From an optimization exercise on the open Yosys and OpenROAD flow, aimed at small area; shortcuts taken in it are not production practice. RTL that was checked went through simulation tests only; none was proved equivalent to the original.

==> inputs of v37 <==
==> flow/design.v (excerpt) <==
module ads126x_frame_engine (
    input  wire         clk,
    input  wire         rst,
    input  wire         req_valid,
    output wire         req_ready,
    input  wire [4:0]   req_kind,
    input  wire [7:0]   req_addr,
    input  wire [7:0]   req_count,
    input  wire [7:0]   req_wdata,
    input  wire [1:0]   req_mode,
    input  wire [31:0]  req_code,
    input  wire         din_valid,
    output wire         din_ready,
    input  wire [7:0]   din_data,
    output wire         rsp_valid,
    output wire [1:0]   rsp_outcome,
    output wire [2:0]   rsp_err,
    output wire [2:0]   rsp_reason,
    output wire [215:0] rsp_payload,
    output wire [7:0]   rsp_status,
    output wire         rsp_alarm,
    output wire [1:0]   cs_state,
    output wire         refused,
    output wire         bus_valid,
    output reg  [1:0]   bus_op,
    output reg  [7:0]   bus_tx,
    output wire         bus_last,
    input  wire         bus_ready,
    input  wire         bus_fail,
    input  wire [7:0]   bus_rx,
    input  wire         bus_len_bad
);
make LEC_CHECK=0 CAP_MARGIN=20 CORE_MARGIN=2 CORE_UTILIZATION=40 SLEW_MARGIN=20 finish   # period 10.0 ns
run.sh (not shown) runs the stock make flow with config.mk's settings and CLKGATE_MAP_FILE= SYNTH_SCRIPT=/design/flow/synth_recipe.tcl, a recipe that flattens the netlist after the stock synthesis.
==> v11 (differences from v37) <==
--- a/flow/design.v
+++ b/flow/design.v
@@ -74,52 +74,51 @@
                      E_INTEGRITY = 3'd3, E_DECODE = 3'd4;
     localparam [2:0] W_NONE = 3'd0, W_ADDR = 3'd2, W_COUNT = 3'd3,
                      W_IFACE = 3'd4, W_ARG = 3'd5, W_CFG = 3'd6, W_KIND = 3'd7;
     localparam [3:0] S_IDLE = 4'd0,  S_CLR = 4'd1,  S_CHK = 4'd2,  S_CHKWR = 4'd3,
                      S_ENG = 4'd4,   S_WR0 = 4'd5,  S_ASSERT = 4'd6, S_XFER = 4'd7,
                      S_WRB = 4'd8,   S_DEASSERT = 4'd9, S_FILL = 4'd10, S_RESP = 4'd11,
-                     S_RNOW = 4'd12, S_ERR1 = 4'd13, S_ERR2 = 4'd14;
+                     S_RNOW = 4'd12, S_ERR1 = 4'd13, S_ERR2 = 4'd14, S_RREF = 4'd15;
     reg [3:0]   st;
     reg [4:0]   ph;              
     reg [223:0] ring;            
     reg         cfg_valid, cfg_sen;
     reg [1:0]   cfg_integ;
-    reg [1:0]   cs_q;
+    reg         cs_x;            
     reg         refused_q;
     reg [4:0]   kind_q;
     reg [4:0]   a_q;             
     reg [7:0]   b_q;             
     reg [4:0]   cnt;             
     reg [7:0]   rxh;             
     reg [7:0]   acc;             
-    reg         em;              
-    reg         lenbad_q;
-    reg         rk;              
     reg [2:0]   rc;              
     wire k_rreg  = (kind_q == K_RREG);
     wire k_rregn = (kind_q == K_RREGN);
     wire k_wreg  = (kind_q == K_WREG);
     wire k_cal   = (kind_q >= K_RDOFCAL1) && (kind_q <= K_RDFSCAL2);
     wire k_cal1  = (kind_q == K_RDOFCAL1) || (kind_q == K_RDFSCAL1);
     wire k_ofcal = (kind_q == K_RDOFCAL1) || (kind_q == K_RDOFCAL2);
     wire k_conv  = (kind_q >= K_RDATA1);
     wire k_read  = k_rreg || k_rregn || k_cal;
     wire c_p     = (kind_q != K_RDDIRECT);
     wire c_i     = (cfg_integ != 2'b00);
-    wire [8:0] rregn_end = {1'b0, req_addr} + {1'b0, req_count} - 9'd1;
+    wire [5:0] rn_sum   = {1'b0, req_addr[4:0]} + {1'b0, req_count[4:0]};
+    wire       addr_bad = (req_addr[7:5] != 3'd0) || (req_addr[4:0] > 5'd26);
+    wire       cnt_bad  = (req_count == 8'd0) || (req_count[7:5] != 3'd0) || (rn_sum > 6'd27);
     wire       is_conv   = (req_kind == K_RDATA1) || (req_kind == K_RDATA2) ||
                            (req_kind == K_RDDIRECT);
     reg  [2:0] why;
     always @* begin
         why = W_NONE;
         if (req_kind > K_RDDIRECT)
             why = W_KIND;
         else if (((req_kind == K_RREG) || (req_kind == K_RREGN) || (req_kind == K_WREG)) &&
-                 (req_addr > 8'h1A))
+                 addr_bad)
             why = W_ADDR;
-        else if ((req_kind == K_RREGN) && ((req_count == 8'd0) || (rregn_end > 9'h01A)))
+        else if ((req_kind == K_RREGN) && cnt_bad)
             why = W_COUNT;
         else if ((req_kind == K_WREG) && (req_addr == 8'h02) && (req_wdata[1:0] == 2'b11))
             why = W_IFACE;
         else if ((req_kind == K_CHECK) && (req_mode != 2'b01) && (req_mode != 2'b10))
             why = W_ARG;
         else if (is_conv && !cfg_valid)
@@ -205,12 +204,13 @@
                 default: eng_d = req_code[7:0];
             endcase
             S_ENG:   eng_d = din_data;
             default: eng_d = rxh;
         endcase
     end
+    wire em = (st == S_CHK) ? req_mode[1] : (st == S_ENG) ? kind_q[0] : cfg_integ[1];
     wire [7:0] eng_next;
     ads126x_integrity u_eng (.crc(em), .acc(acc), .data(eng_d), .next(eng_next));
     wire check_match = (acc == req_wdata);
     wire conv_bad    = c_i && (acc != rxh);
     assign din_ready = (st == S_ENG) && (b_q != 8'd0);
     reg       wr;
@@ -219,59 +219,55 @@
         wr  = 1'b0;
         ins = rxh;
         case (st)
             S_CHKWR: begin wr = (ph == 5'd0) && req_valid; ins = {7'd0, check_match}; end
             S_WR0:   begin wr = (ph == 5'd0); ins = acc; end
             S_WRB:   wr = need && (ph == tgt);
-            S_FILL:  begin wr = (ph == cnt); ins = {8{rxh[7]}}; end
+            S_FILL:  begin wr = (ph == tgt); ins = {8{rxh[7]}}; end
             default: ;
         endcase
     end
     wire keep = !((st == S_CLR) || (st == S_ERR1) || (st == S_ERR2) ||
                   ((st == S_RESP) && (ph == 5'd0)));
     always @(posedge clk)
         ring <= {wr ? ins : (keep ? ring[7:0] : 8'h00), ring[223:8]};
     assign rsp_payload = ring[215:0];
     assign rsp_status  = ring[223:216];
     assign rsp_alarm   = |(ring[220:217]);
-    assign rsp_valid   = ((st == S_RESP) && (ph == 5'd0)) || (st == S_RNOW);
+    wire   rk          = (st == S_RREF);
+    assign rsp_valid   = ((st == S_RESP) && (ph == 5'd0)) || (st == S_RNOW) || rk;
     assign rsp_outcome = rk ? 2'd2 : {1'b0, rc != 3'd0};
     assign rsp_err     = rk ? 3'd0 : rc;
     assign rsp_reason  = rk ? rc : 3'd0;
-    assign cs_state    = cs_q;
+    assign cs_state    = {cs_x, 1'b0};
     assign refused     = refused_q;
     always @(posedge clk) begin
         if (rst) begin
             st        <= S_CLR;
             ph        <= 5'd0;
             cfg_valid <= 1'b0;
-            cs_q      <= 2'd2;
+            cs_x      <= 1'b1;
             refused_q <= 1'b0;
         end else begin
             ph <= (ph == 5'd27) ? 5'd0 : ph + 5'd1;
             case (st)
             S_IDLE: begin
                 kind_q <= req_kind;
                 a_q    <= req_addr[4:0];
                 b_q    <= (req_kind == K_WREG) ? req_wdata : req_count;
                 cnt    <= 5'd0;
-                rk     <= 1'b0;
                 rc     <= 3'd0;
-                em     <= (req_kind == K_CKSUM) ? 1'b0 :
-                          (req_kind == K_CRC8)  ? 1'b1 :
-                          (req_kind == K_CHECK) ? req_mode[1] : cfg_integ[1];
                 acc    <= ((req_kind == K_CRC8) ||
                            ((req_kind == K_CHECK) && req_mode[1]) ||
                            ((req_kind != K_CKSUM) && (req_kind != K_CHECK) && cfg_integ[1]))
                           ? 8'h00 : 8'h9B;
                 if (req_valid) begin
                     if (why != W_NONE) begin
                         refused_q <= 1'b1;
-                        rk        <= 1'b1;
                         rc        <= why;
-                        st        <= S_RNOW;
+                        st        <= S_RREF;
                     end else if (req_kind == K_CHECK)
                         st <= S_CHK;
                     else if ((req_kind == K_CKSUM) || (req_kind == K_CRC8))
                         st <= S_ENG;
                     else
                         st <= S_ASSERT;
@@ -301,83 +297,82 @@
                     b_q <= b_q - 8'd1;
                 end
             end
             S_WR0: if (ph == 5'd0) st <= S_RESP;
             S_ASSERT: if (bus_ready) begin
                 if (bus_fail) begin
-                    cs_q <= 2'd2;
+                    cs_x <= 1'b1;
                     rc   <= E_IO;
                     st   <= S_RNOW;
                 end else begin
-                    cs_q <= 2'd1;
                     cnt  <= !k_conv ? 5'd30 :
                             (c_p && cfg_sen) ? 5'd30 :
                             (c_p || cfg_sen) ? 5'd31 : 5'd0;
                     if (k_rregn)
                         b_q <= b_q - 8'd1;
                     st   <= S_XFER;
                 end
             end
             S_XFER: if (bus_ready) begin
                 if (bus_fail) begin
-                    cs_q <= 2'd2;
+                    cs_x <= 1'b1;
                     rc   <= E_TRANSPORT;
                     if (k_wreg && (a_q == 5'd2))
                         cfg_valid <= 1'b0;
                     st   <= S_ERR1;
                 end else begin
-                    rxh      <= bus_rx;
-                    lenbad_q <= bus_len_bad;
-                    st       <= S_WRB;
+                    rxh <= bus_rx;
+                    if (is_last && bus_len_bad && (k_read || k_conv))
+                        rc <= E_DECODE;
+                    st  <= S_WRB;
                 end
             end
             S_WRB: begin
                 if (!need || (ph == tgt)) begin
                     if (need && k_conv && (cnt[4:2] == 3'b000))
                         acc <= eng_next;
                     cnt <= cnt + 5'd1;
                     st  <= is_last ? S_DEASSERT : S_XFER;
                 end
             end
             S_DEASSERT: if (bus_ready) begin
                 if (bus_fail) begin
-                    cs_q <= 2'd2;
+                    cs_x <= 1'b1;
                     rc   <= E_IO;
                     if (k_wreg && (a_q == 5'd2))
                         cfg_valid <= 1'b0;
                     st   <= S_ERR1;
                 end else begin
-                    cs_q <= 2'd0;
+                    cs_x <= 1'b0;
                     if (k_wreg && (a_q == 5'd2)) begin
                         cfg_valid <= 1'b1;
                         cfg_sen   <= b_q[2];
                         cfg_integ <= b_q[1:0];
                     end
                     if (!k_read && !k_conv)
                         st <= S_RNOW;
-                    else if (lenbad_q) begin
-                        rc <= E_DECODE;
+                    else if (rc != 3'd0)
                         st <= S_ERR1;
-                    end else if (k_conv && conv_bad) begin
+                    else if (k_conv && conv_bad) begin
                         rc <= E_INTEGRITY;
                         st <= S_ERR1;
                     end else if (k_ofcal)
                         st <= S_FILL;
                     else
                         st <= S_RESP;
                 end
             end
-            S_FILL: if (ph == cnt) begin
+            S_FILL: if (ph == tgt) begin
                 cnt <= cnt + 5'd1;
                 if (cnt == 5'd3)
                     st <= S_RESP;
             end
             S_RESP: if (ph == 5'd0) st <= S_CLR;
             S_CLR:  if (ph == 5'd27) st <= S_IDLE;
             S_ERR1: if (ph == 5'd27) st <= S_ERR2;
             S_ERR2: if (ph == 5'd27) st <= S_RNOW;
-            S_RNOW: st <= S_IDLE;
+            S_RNOW, S_RREF: st <= S_IDLE;
             default: st <= S_CLR;
             endcase
         end
     end
 endmodule
==> flow/flow/run.sh (new file) <==
#!/bin/bash
# The standard layout (standard.sh) with three changes:
#  - synthesis maps the logic with an area-oriented ABC script (flow/area.abc)
#    instead of ORFS's speed script; everything else in synthesis, and every
#    register, is as in the standard synthesis;
#  - the port buffers use the smallest buffer cell;
#  - the clock tree uses larger sink clusters and no dummy loads.
set -euo pipefail
HERE=$(pwd)
F=$HERE/flow
# ORFS's synth.tcl with only its ABC mapping script replaced
sed 's#log_cmd abc {\*}\$abc_args#log_cmd abc {*}[lreplace $abc_args 1 1 '"$F"'/area.abc]#' \
    "$FLOW_HOME/scripts/synth.tcl" > "$HERE/synth_area.tcl"
grep -q "$F/area.abc" "$HERE/synth_area.tcl"
# The standard flow's synthesis script, sourcing that copy
sed 's#source \$::env(SCRIPTS_DIR)/synth.tcl#source '"$HERE"'/synth_area.tcl#' \
    synth_recipe.tcl > "$HERE/synth_recipe_area.tcl"
grep -q "synth_area.tcl" "$HERE/synth_recipe_area.tcl"
sed 's#SYNTH_SCRIPT=[^ ]*#SYNTH_SCRIPT='"$HERE"'/synth_recipe_area.tcl#' standard.sh > "$HERE/standard_area.sh"
grep -q "synth_recipe_area.tcl" "$HERE/standard_area.sh"
export BUFFER_PORTS_ARGS="-buffer_cell sky130_fd_sc_hd__buf_1"
export CTS_ARGS="-sink_clustering_enable -repair_clock_nets -dont_use_dummy_load -sink_clustering_size 16 -sink_clustering_max_diameter 80 -buf_list {sky130_fd_sc_hd__clkbuf_8}"
bash "$HERE/standard_area.sh" > standard_flow.log 2>&1
==> flow/flow/area.abc (new file) <==
strash
&get -n
&fraig -x
&put
dc2
strash
dch -f
amap
==> flow/standard.sh (new file) <==
#!/bin/bash
# synth_recipe.tcl (not shown) runs the flow's synth.tcl, then flattens the netlist and writes it again
# the make line also repeats each setting of config.mk as NAME=value (left out here)
make -C /OpenROAD-flow-scripts/flow DESIGN_CONFIG=/design/flow/config.mk WORK_HOME=/design/flow/orfs CLKGATE_MAP_FILE= SYNTH_SCRIPT=/design/flow/synth_recipe.tcl "${@:-finish}"
Settings changed: CORE_UTILIZATION 40 to 50.
removed: flow/run.sh
==> v2 (differences from v37) <==
--- a/flow/design.v
+++ b/flow/design.v
@@ -74,13 +74,13 @@
                      E_INTEGRITY = 3'd3, E_DECODE = 3'd4;
     localparam [2:0] W_NONE = 3'd0, W_ADDR = 3'd2, W_COUNT = 3'd3,
                      W_IFACE = 3'd4, W_ARG = 3'd5, W_CFG = 3'd6, W_KIND = 3'd7;
     localparam [3:0] S_IDLE = 4'd0,  S_CLR = 4'd1,  S_CHK = 4'd2,  S_CHKWR = 4'd3,
                      S_ENG = 4'd4,   S_WR0 = 4'd5,  S_ASSERT = 4'd6, S_XFER = 4'd7,
                      S_WRB = 4'd8,   S_DEASSERT = 4'd9, S_FILL = 4'd10, S_RESP = 4'd11,
-                     S_RNOW = 4'd12, S_ERR1 = 4'd13, S_ERR2 = 4'd14;
+                     S_RNOW = 4'd12, S_ERR1 = 4'd13, S_ERR2 = 4'd14, S_RREF = 4'd15;
     reg [3:0]   st;
     reg [4:0]   ph;              
     reg [223:0] ring;            
     reg         cfg_valid, cfg_sen;
     reg [1:0]   cfg_integ;
     reg [1:0]   cs_q;
@@ -88,38 +88,37 @@
     reg [4:0]   kind_q;
     reg [4:0]   a_q;             
     reg [7:0]   b_q;             
     reg [4:0]   cnt;             
     reg [7:0]   rxh;             
     reg [7:0]   acc;             
-    reg         em;              
-    reg         lenbad_q;
-    reg         rk;              
     reg [2:0]   rc;              
     wire k_rreg  = (kind_q == K_RREG);
     wire k_rregn = (kind_q == K_RREGN);
     wire k_wreg  = (kind_q == K_WREG);
     wire k_cal   = (kind_q >= K_RDOFCAL1) && (kind_q <= K_RDFSCAL2);
     wire k_cal1  = (kind_q == K_RDOFCAL1) || (kind_q == K_RDFSCAL1);
     wire k_ofcal = (kind_q == K_RDOFCAL1) || (kind_q == K_RDOFCAL2);
     wire k_conv  = (kind_q >= K_RDATA1);
     wire k_read  = k_rreg || k_rregn || k_cal;
     wire c_p     = (kind_q != K_RDDIRECT);
     wire c_i     = (cfg_integ != 2'b00);
-    wire [8:0] rregn_end = {1'b0, req_addr} + {1'b0, req_count} - 9'd1;
+    wire [5:0] rn_sum   = {1'b0, req_addr[4:0]} + {1'b0, req_count[4:0]};
+    wire       addr_bad = (req_addr[7:5] != 3'd0) || (req_addr[4:0] > 5'd26);
+    wire       cnt_bad  = (req_count == 8'd0) || (req_count[7:5] != 3'd0) || (rn_sum > 6'd27);
     wire       is_conv   = (req_kind == K_RDATA1) || (req_kind == K_RDATA2) ||
                            (req_kind == K_RDDIRECT);
     reg  [2:0] why;
     always @* begin
         why = W_NONE;
         if (req_kind > K_RDDIRECT)
             why = W_KIND;
         else if (((req_kind == K_RREG) || (req_kind == K_RREGN) || (req_kind == K_WREG)) &&
-                 (req_addr > 8'h1A))
+                 addr_bad)
             why = W_ADDR;
-        else if ((req_kind == K_RREGN) && ((req_count == 8'd0) || (rregn_end > 9'h01A)))
+        else if ((req_kind == K_RREGN) && cnt_bad)
             why = W_COUNT;
         else if ((req_kind == K_WREG) && (req_addr == 8'h02) && (req_wdata[1:0] == 2'b11))
             why = W_IFACE;
         else if ((req_kind == K_CHECK) && (req_mode != 2'b01) && (req_mode != 2'b10))
             why = W_ARG;
         else if (is_conv && !cfg_valid)
@@ -205,12 +204,13 @@
                 default: eng_d = req_code[7:0];
             endcase
             S_ENG:   eng_d = din_data;
             default: eng_d = rxh;
         endcase
     end
+    wire em = (st == S_CHK) ? req_mode[1] : (st == S_ENG) ? kind_q[0] : cfg_integ[1];
     wire [7:0] eng_next;
     ads126x_integrity u_eng (.crc(em), .acc(acc), .data(eng_d), .next(eng_next));
     wire check_match = (acc == req_wdata);
     wire conv_bad    = c_i && (acc != rxh);
     assign din_ready = (st == S_ENG) && (b_q != 8'd0);
     reg       wr;
@@ -230,13 +230,14 @@
                   ((st == S_RESP) && (ph == 5'd0)));
     always @(posedge clk)
         ring <= {wr ? ins : (keep ? ring[7:0] : 8'h00), ring[223:8]};
     assign rsp_payload = ring[215:0];
     assign rsp_status  = ring[223:216];
     assign rsp_alarm   = |(ring[220:217]);
-    assign rsp_valid   = ((st == S_RESP) && (ph == 5'd0)) || (st == S_RNOW);
+    wire   rk          = (st == S_RREF);
+    assign rsp_valid   = ((st == S_RESP) && (ph == 5'd0)) || (st == S_RNOW) || rk;
     assign rsp_outcome = rk ? 2'd2 : {1'b0, rc != 3'd0};
     assign rsp_err     = rk ? 3'd0 : rc;
     assign rsp_reason  = rk ? rc : 3'd0;
     assign cs_state    = cs_q;
     assign refused     = refused_q;
     always @(posedge clk) begin
@@ -251,27 +252,22 @@
             case (st)
             S_IDLE: begin
                 kind_q <= req_kind;
                 a_q    <= req_addr[4:0];
                 b_q    <= (req_kind == K_WREG) ? req_wdata : req_count;
                 cnt    <= 5'd0;
-                rk     <= 1'b0;
                 rc     <= 3'd0;
-                em     <= (req_kind == K_CKSUM) ? 1'b0 :
-                          (req_kind == K_CRC8)  ? 1'b1 :
-                          (req_kind == K_CHECK) ? req_mode[1] : cfg_integ[1];
                 acc    <= ((req_kind == K_CRC8) ||
                            ((req_kind == K_CHECK) && req_mode[1]) ||
                            ((req_kind != K_CKSUM) && (req_kind != K_CHECK) && cfg_integ[1]))
                           ? 8'h00 : 8'h9B;
                 if (req_valid) begin
                     if (why != W_NONE) begin
                         refused_q <= 1'b1;
-                        rk        <= 1'b1;
                         rc        <= why;
-                        st        <= S_RNOW;
+                        st        <= S_RREF;
                     end else if (req_kind == K_CHECK)
                         st <= S_CHK;
                     else if ((req_kind == K_CKSUM) || (req_kind == K_CRC8))
                         st <= S_ENG;
                     else
                         st <= S_ASSERT;
@@ -322,15 +318,16 @@
                     cs_q <= 2'd2;
                     rc   <= E_TRANSPORT;
                     if (k_wreg && (a_q == 5'd2))
                         cfg_valid <= 1'b0;
                     st   <= S_ERR1;
                 end else begin
-                    rxh      <= bus_rx;
-                    lenbad_q <= bus_len_bad;
-                    st       <= S_WRB;
+                    rxh <= bus_rx;
+                    if (is_last && bus_len_bad && (k_read || k_conv))
+                        rc <= E_DECODE;
+                    st  <= S_WRB;
                 end
             end
             S_WRB: begin
                 if (!need || (ph == tgt)) begin
                     if (need && k_conv && (cnt[4:2] == 3'b000))
                         acc <= eng_next;
@@ -351,16 +348,15 @@
                         cfg_valid <= 1'b1;
                         cfg_sen   <= b_q[2];
                         cfg_integ <= b_q[1:0];
                     end
                     if (!k_read && !k_conv)
                         st <= S_RNOW;
-                    else if (lenbad_q) begin
-                        rc <= E_DECODE;
+                    else if (rc != 3'd0)
                         st <= S_ERR1;
-                    end else if (k_conv && conv_bad) begin
+                    else if (k_conv && conv_bad) begin
                         rc <= E_INTEGRITY;
                         st <= S_ERR1;
                     end else if (k_ofcal)
                         st <= S_FILL;
                     else
                         st <= S_RESP;
@@ -372,12 +368,12 @@
                     st <= S_RESP;
             end
             S_RESP: if (ph == 5'd0) st <= S_CLR;
             S_CLR:  if (ph == 5'd27) st <= S_IDLE;
             S_ERR1: if (ph == 5'd27) st <= S_ERR2;
             S_ERR2: if (ph == 5'd27) st <= S_RNOW;
-            S_RNOW: st <= S_IDLE;
+            S_RNOW, S_RREF: st <= S_IDLE;
             default: st <= S_CLR;
             endcase
         end
     end
 endmodule
==> flow/flow/run.sh (new file) <==
#!/bin/bash
export BUFFER_PORTS_ARGS="-buffer_cell sky130_fd_sc_hd__buf_1"
export CTS_ARGS="-sink_clustering_enable -repair_clock_nets -dont_use_dummy_load -sink_clustering_size 30 -sink_clustering_max_diameter 100 -buf_list {sky130_fd_sc_hd__clkbuf_16}"
bash standard.sh > standard_flow.log 2>&1
==> flow/standard.sh (new file) <==
#!/bin/bash
# synth_recipe.tcl (not shown) runs the flow's synth.tcl, then flattens the netlist and writes it again
# the make line also repeats each setting of config.mk as NAME=value (left out here)
make -C /OpenROAD-flow-scripts/flow DESIGN_CONFIG=/design/flow/config.mk WORK_HOME=/design/flow/orfs CLKGATE_MAP_FILE= SYNTH_SCRIPT=/design/flow/synth_recipe.tcl "${@:-finish}"
Settings changed: CORE_UTILIZATION 40 to 50.
removed: flow/run.sh
==> results.txt <==
| quantity | v11 | v37 | v2 |
|---|---|---|---|
| Status | no timing/DRC/antenna violations | no timing/DRC/antenna violations | no timing/DRC/antenna violations |
| Portion of synthesized cell area occupied by the leading cell type | 49.0% | 44.3% | 44.5% |
| Share of cell area taken by flip-flops and latches | 52.6% | 40.3% | 49.0% |
| Clock Buffer Count | 22 | 38 | 13 |
| Sink of the worst hold path | ring[20]$_DFF_P_ | ring[86]$_DFF_P_ | ring[192]$_DFF_P_ |
| Worst flop-to-flop path endpoint | ring[222]$_DFF_P_ | acc[6]$_SDFFCE_PP0P_ | acc[7]$_DFFE_PP_ |
| Insertion delay of the later-clocked pin in the worst-skew pair | 0.54 ns | 0.55 ns | 0.48 ns |
| Cell count after placement | 1545 | 1638 | 1563 |
| Via count of the first global-routing pass | 7864 | 8700 | 8213 |
| Buf/Inv on CP | 5 | 2 | 3 |
| Cell Area, Placed | 0.0112 mm2 | 0.0144 mm2 | 0.0121 mm2 |
| Number of register bits inferred by synthesis | 281 | 285 | 282 |
| Upper clock frequency limit | 140 MHz | 147 MHz | 163 MHz |
| Routed wire length per instance | 18.3 um | 21.1 um | 19.6 um |
| Met1 demand-to-capacity share in global routing | 34.7% | 32.7% | 35.3% |
| Met3 routed wirelength | 2460 um | 2370 um | 2500 um |
| Average cell area after synthesis | 10.2 um2 | 10.7 um2 | 10.7 um2 |
| Count of nets after finishing | 1418 | 1453 | 1412 |
| Clk cell area share | 2.62% | 6.23% | 2.62% |
| Total wirelength of the detailed-routed design | 28700 um | 35700 um | 30900 um |
| Per-cell via count in the routed design | 5.40 | 5.25 | 5.53 |
Function not checked in v2: the RTL went through the layout flow alone.

==> port drivers added, routing unchanged <==
How much do the figures lean on ideal ports? The routed layouts below were timed once more, with nothing changed but the port constraints.
Step 1 sets driving cells, clkbuf_16 on the clock port and buf_2 on the other inputs (assumed; they add their load-dependent delay and slew).
Step 2 moves the port delays by t, midway between the first and last clock arrival at a register: inputs arrive t later, outputs are due t later. That takes back most of the time a late clock gives input paths.
Slacks: no drivers / after step 1 / after step 2; pairs: no drivers / after step 1.
run | t (ns) | setup slack, ns | worst slew at a driven data input, ns
v37 | 0.593 | 3.208 / 3.187 / 3.187 | 0.09
v11 | 0.559 | 2.841 / 2.819 / 2.819 | 0.06
v2 | 0.516 | 3.857 / 3.830 / 3.830 | 0.07
After both steps every run listed still meets setup and hold. For v2, which loses most, drivers alone change the setup slack by -0.027 ns; drivers and shift together by -0.027 ns.
